Source: an optimization exercise on an open RTL-to-GDS flow (aim: small area, a short achievable clock period and few clock cycles per item). Production flows keep margins and buffers that such runs may drop. Only simulation tests tie the RTL to the original design; equivalence was not proved.

--- flow/run.sh ---
#!/bin/bash
# synth_recipe.tcl (not shown) runs the flow's synth.tcl, then flattens the netlist and writes it again
# the make line also repeats each setting of config.mk as NAME=value (left out here)
make -C /OpenROAD-flow-scripts/flow DESIGN_CONFIG=/design/flow/config.mk WORK_HOME=/design/flow/orfs CLKGATE_MAP_FILE= SYNTH_SCRIPT=/design/flow/synth_recipe.tcl finish
--- flow/config.mk ---
export PLATFORM = sky130hd
export DESIGN_NAME = rm_encoder
export DESIGN_NICKNAME = rm_encoder
export VERILOG_FILES = /design/flow/design.v
export SDC_FILE = /design/flow/constraint.sdc
export NUM_CORES = 4
export LEC_CHECK = 0
export CAP_MARGIN = 20
export CORE_MARGIN = 2
export CORE_UTILIZATION = 40
export SLEW_MARGIN = 20
--- flow/constraint.sdc ---
create_clock -name core_clock -period 11.0 [get_ports {clk}]
set_input_delay 2.2000 -clock core_clock [delete_from_list [all_inputs] [get_ports {clk}]]
set_output_delay 2.2000 -clock core_clock [all_outputs]
set_load 0.01 [all_outputs]
--- flow/design.v ---
module rm_encoder (
    input  wire       clk,
    input  wire       rst,
    input  wire       in_valid,
    input  wire [7:0] in_data,
    input  wire       in_eos,
    output wire       in_ready,
    output wire       out_valid,
    output wire [7:0] out_data,
    output wire       out_last,
    input  wire       out_ready
);
    localparam [2:0] S_LOAD  = 3'd0,   
                     S_SCAN  = 3'd1,   
                     S_COUNT = 3'd2,   
                     S_ENTRY = 3'd3,   
                     S_LIT   = 3'd4,   
                     S_TERM1 = 3'd5,   
                     S_TERM2 = 3'd6;   
    reg [2:0]   state;
    reg [255:0] chunk;       
    reg [4:0]   idx;         
    reg [2:0]   ncand;       
    reg [2:0]   k;           
    reg [2:0]   b;           
    reg [39:0]  cand_val;    
    reg [159:0] cand_mask;   
    reg [31:0]  pattern;     
    reg         parity;      
    wire [7:0] scan_val = chunk[255 - 8*idx -: 8];
    reg  [31:0] eq;           
    reg  [5:0]  eq_cnt;
    integer j;
    always @(*) begin
        eq_cnt = 6'd0;
        for (j = 0; j < 32; j = j + 1) begin
            eq[31 - j] = (chunk[255 - 8*j -: 8] == scan_val);
            eq_cnt = eq_cnt + {5'd0, eq[31 - j]};
        end
    end
    wire [31:0] earlier   = ~(32'hFFFF_FFFF >> idx);    
    wire        first_occ = ~|(eq & earlier);
    wire        is_cand   = (eq_cnt > 6'd5) && first_occ;
    wire [31:0] cur_mask = cand_mask[32*k +: 32];
    reg  [7:0]  entry_byte;
    always @(*) begin
        case (b)
            3'd0:    entry_byte = cand_val[8*k +: 8];
            3'd1:    entry_byte = cur_mask[31:24];
            3'd2:    entry_byte = cur_mask[23:16];
            3'd3:    entry_byte = cur_mask[15:8];
            default: entry_byte = cur_mask[7:0];
        endcase
    end
    wire lit_here = ~pattern[31 - idx];
    reg       ov;
    reg [7:0] od;
    reg       ol;
    always @(*) begin
        ov = 1'b0;
        od = 8'h00;
        ol = 1'b0;
        case (state)
            S_COUNT: begin ov = 1'b1; od = {5'd0, ncand}; end
            S_ENTRY: begin ov = 1'b1; od = entry_byte; end
            S_LIT:   begin ov = lit_here; od = chunk[255 - 8*idx -: 8]; end
            S_TERM1: begin ov = 1'b1; od = 8'hFF; ol = ~parity; end
            S_TERM2: begin ov = 1'b1; od = 8'hFF; ol = 1'b1; end
            default: ;
        endcase
    end
    assign out_valid = ov;
    assign out_data  = od;
    assign out_last  = ol;
    assign in_ready  = (state == S_LOAD);
    wire out_fire = ov && out_ready;
    always @(posedge clk) begin
        if (rst) begin
            state     <= S_LOAD;
            idx       <= 5'd0;
            ncand     <= 3'd0;
            k         <= 3'd0;
            b         <= 3'd0;
            pattern   <= 32'd0;
            parity    <= 1'b0;
            cand_val  <= 40'd0;
            cand_mask <= 160'd0;
            chunk     <= 256'd0;
        end else begin
            if (out_fire)
                parity <= ~parity;
            case (state)
                S_LOAD: begin
                    if (in_valid) begin
                        if (in_eos) begin
                            idx   <= 5'd0;
                            state <= S_TERM1;
                        end else begin
                            chunk <= {chunk[247:0], in_data};
                            idx   <= idx + 5'd1;
                            if (idx == 5'd31) begin
                                state   <= S_SCAN;
                                ncand   <= 3'd0;
                                pattern <= 32'd0;
                            end
                        end
                    end
                end
                S_SCAN: begin
                    if (is_cand) begin
                        cand_val[8*ncand +: 8]    <= scan_val;
                        cand_mask[32*ncand +: 32] <= eq;
                        pattern                   <= pattern | eq;
                        ncand                     <= ncand + 3'd1;
                    end
                    idx <= idx + 5'd1;
                    if (idx == 5'd31)
                        state <= S_COUNT;
                end
                S_COUNT: begin
                    if (out_fire) begin
                        k <= 3'd0;
                        b <= 3'd0;
                        state <= (ncand == 3'd0) ? S_LIT : S_ENTRY;
                    end
                end
                S_ENTRY: begin
                    if (out_fire) begin
                        if (b == 3'd4) begin
                            b <= 3'd0;
                            k <= k + 3'd1;
                            if (k == ncand - 3'd1)
                                state <= S_LIT;
                        end else begin
                            b <= b + 3'd1;
                        end
                    end
                end
                S_LIT: begin
                    if (out_fire || !lit_here) begin
                        idx <= idx + 5'd1;
                        if (idx == 5'd31)
                            state <= S_LOAD;
                    end
                end
                S_TERM1: begin
                    if (out_fire) begin
                        if (parity) begin
                            state <= S_TERM2;
                        end else begin
                            state  <= S_LOAD;
                            parity <= 1'b0;
                        end
                    end
                end
                S_TERM2: begin
                    if (out_fire) begin
                        state  <= S_LOAD;
                        parity <= 1'b0;
                    end
                end
                default: state <= S_LOAD;
            endcase
        end
    end
endmodule
==> results_dict.tcl <==
set metrics [dict create \
    rows 96 \
    setup_ws_ps 426 \
    drt_pass1_iterations 9 \
    worst_slew_pin_slew_ps 1170 \
    setup-violations-final 0 \
    die_w_um 266 \
    finalMaxSlewViolations 0 \
    grt-ovfl-total 0 \
    synth.cell_area_sq_mm 0.0275 \
    slew_headroom_pct 21.3 \
    crit_arrival_ps 11150 \
    hold_depth 2 \
    dp_cells 3979 \
    hold_violations 0 \
    path_max_fanout 32 \
    grt_max_degree 177 \
    async_flop_share_pct 0 \
    synth_edf_count 0 \
    finalWeightedCongestion 1.08 \
    drtIter0Drc 3088 \
    via_per_inst 6.05 \
    ys_ff_latch 506 \
    cts.htree.levels 2 \
    initial_utilization_pct 40.3 \
    clock_path_buffers 3 \
    cts_sinks 506 \
    grtUsageTotal_pct 26.6 \
    layout.nets 3216 \
    cts_hold_buf 0 \
    drc 0 \
    fill_cells 6799 \
    synth_top_area_share_pct 36.8 \
    coreArea_sq_mm 0.0683 \
    seq_area_frac_synth_pct 36.8 \
    cts-root-buf "clkbuf_16" \
    synthTopCellsByCount "nand2_1 (570), dfxtp_1 (506), a21oi_1 (324)" \
    clock_skew_ps 25.6 \
    slowest_delay_ps 580 \
    cap_violations 0 \
    cp.required_ps 11570 \
    crit_path_start_kind "register" \
    synth_top_cell_by_area "dfxtp_1" \
    whs_ps 461 \
    wl_mm 96.2 \
    fin_area_sq_mm 0.0302 \
    pin_count 24 \
    insertion_delay_ps 640 \
    setup_tns_ps 0 \
    synthToLayoutAreaGrowth_pct 9.87 \
    syn_nets 3322 \
    num_vias 24600 \
    die_area_sq_mm 0.0709 \
    synthCells 3259 \
    crit_path_end_kind "register" \
    ys_top_cells_by_area "dfxtp_1 (37%), nand2_1 (7.8%), a21oi_1 (5.9%)" \
    pre_cts_slack_ps 514 \
    ys.flop_type "dfxtp_1" \
    fmax_mhz 94.6 \
    placed_area_sq_mm 0.0284 \
    hpwl_mm 66.3 \
    cts_tree "yes" \
    yosysUniqueCellTypes 95 \
    port_buffers 23 \
    die_h_um 266 \
    drtAntennaViolNets 0 \
    syn_area_per_cell_sq_um 8.44 \
    cts_made_buffers 52 \
    status "complete, no violations" \
    rsz0062_at_grt "no" \
    final_layout_size_suffix_gt1_share_pct 9.11 \
    antenna_cells 0 \
    yosys_warnings 1 \
    grt_pass1_vias 23200 \
    criticalPathCategory "reg2reg" \
    post-route-min-period_ps 10570 \
    crit_path_top_delay_cell "nor4b_2" \
    cp_common_cell "fa_1" \
    timing.final.crit_share_pct 96.1 \
    post_drt_wl_per_cell_um 23.6 \
    grt_pass1_wl_mm 147 \
    worstHoldPathType "reg2reg" \
    clkSlewWorstSetupHoldPaths_ps 70 \
    antenna_found_initial 0 \
    instances_no_fill 4077 \
    yosysMostFrequentCell "nand2_1" \
    rr_worst_depth 34 \
]
-- per-stage QoR --
stage                     utilization [%]
final                                44.2
after global routing                 44.2
after CTS                            44.2
after detailed placement             41.6
after global placement               41.6
after floorplan                         -
-- cell usage in the layout (no fill, tap or decap), drive strengths merged, types with 18 or more instances in the layout --
| master | Yosys | final |
|---|---|---|
| a31oi | 25 | 25 |
| mux2i | 147 | 147 |
| nand2b | 44 | 44 |
| o22ai | 56 | 56 |
| inv | 61 | 62 |
| a32o | 82 | 82 |
| xor2 | 89 | 89 |
| mux4 | 22 | 22 |
| o21a | 19 | 19 |
| buf | 109 | 94 |
| nor2b | 19 | 19 |
| nand4 | 28 | 28 |
| a22o | 91 | 91 |
| and3 | 18 | 18 |
| clkdlybuf4s50 | 0 | 22 |
| nand3 | 91 | 91 |
| o21ai | 124 | 124 |
| clkbuf | 167 | 77 |
| fa | 24 | 24 |
| xnor2 | 121 | 121 |
| nor3 | 63 | 63 |
| a21oi | 327 | 327 |
| mux2 | 27 | 27 |
| nor4 | 33 | 33 |
| nor2 | 146 | 146 |
| dfxtp | 506 | 506 |
| a22oi | 35 | 35 |
| a211oi | 24 | 24 |
| nand2 | 576 | 576 |
| ha | 26 | 26 |
-- critical path: cells and delay by family (launching register included) --
kind | cells | cell delay (ps)
AOI/OAI and AO/OA | 8 | 1850
muxes | 1 | 360
buffers and inverters | 9 | 1320
DFF | 1 | 360
xor gates and xnor gates | 1 | 240
and+or+nand+nor | 6 | 2180
adders and majority gates | 9 | 4160
-- sequential cells by signal, indices dropped and copies added, names as in the netlist --
| register | cells |
|---|---|
| parity | 1 |
| chunk | 256 |
| b | 3 |
| state | 3 |
| cand_val | 40 |
| cand_mask | 160 |
| k | 3 |
| ncand | 3 |
| idx | 5 |
| pattern | 32 |
-- final cells by class --
class	count	area [sq um]	share of cell area (%)
clock inverter	19	226	0.749
sequential	506	10100	33.5
multi-input combinational	2415	15900	52.7
timing repair buffer	116	1030	3.42
inverter	62	233	0.770
clock buffer	77	1560	5.14
tap	882	1100	3.65
-- cells by family after synthesis --
| family | synth area share (%) |
|---|---|
| AND/OR/NAND/NOR | 17.8 |
| XOR/XNOR | 6.71 |
| AO/OA/AOI/OAI | 21.7 |
| adder cells (fa/ha/maj) | 2.93 |
| buffers and inverters | 5.75 |
| multiplexers | 8.25 |
| flip-flops | 36.8 |
-- path summary, 6_finish.rpt --
path | from | slack (ps) | to
hold reg to reg | cand_mask[105] | 460 | cand_mask[105]
setup / recovery | idx[1] | 430 | cand_val[3]
setup reg to reg | idx[1] | 430 | cand_val[3]
hold / removal | cand_mask[105] | 460 | cand_mask[105]
-- timing repair --
item	in CTS	in global routing
endpoints found under the setup margin	0	181
resized for setup	0	2
endpoints found under the hold margin	0	0
setup buffers	0	2
-- metal layers --
layer | global-route usage [%] | vias to the layer above | part of all wire, %
met1 | 36.5 | 11900 | 43
met4 | 9.41 | 0 | 3.6
met3 | 4.20 | 228 | 7.8
met2 | 42.2 | 1048 | 45
li1 | - | 11400 | -
met5 | 0 | - | 0
Testbench counts, summed over its fixed seeds: cycles 96,377, bytes 29,871.

static timing again, ports no longer ideal:
The results above use ideal ports. As a check the final layout listed here was re-extracted and re-timed, cells and wires unchanged. Step 1: set_driving_cell puts a clkbuf_16 on clk and a buf_2 on each other input, an assumption about the parent block. Step 2 times the ports against the registers' clock, not the clock port: input delays grow and output delays shrink by t, the midpoint of the rising clock arrivals with the driver on. Slacks: ideal ports / drivers / drivers and shift; pairs: ideal ports / drivers.
t (ns): 0.692
setup slack, ns: 0.426 / 0.426 / 0.426
cell pins on the clock port's net: 1
After both steps this run still meets setup and hold. For this run, drivers alone change the setup slack by 0.000 ns; drivers and shift together by 0.000 ns.
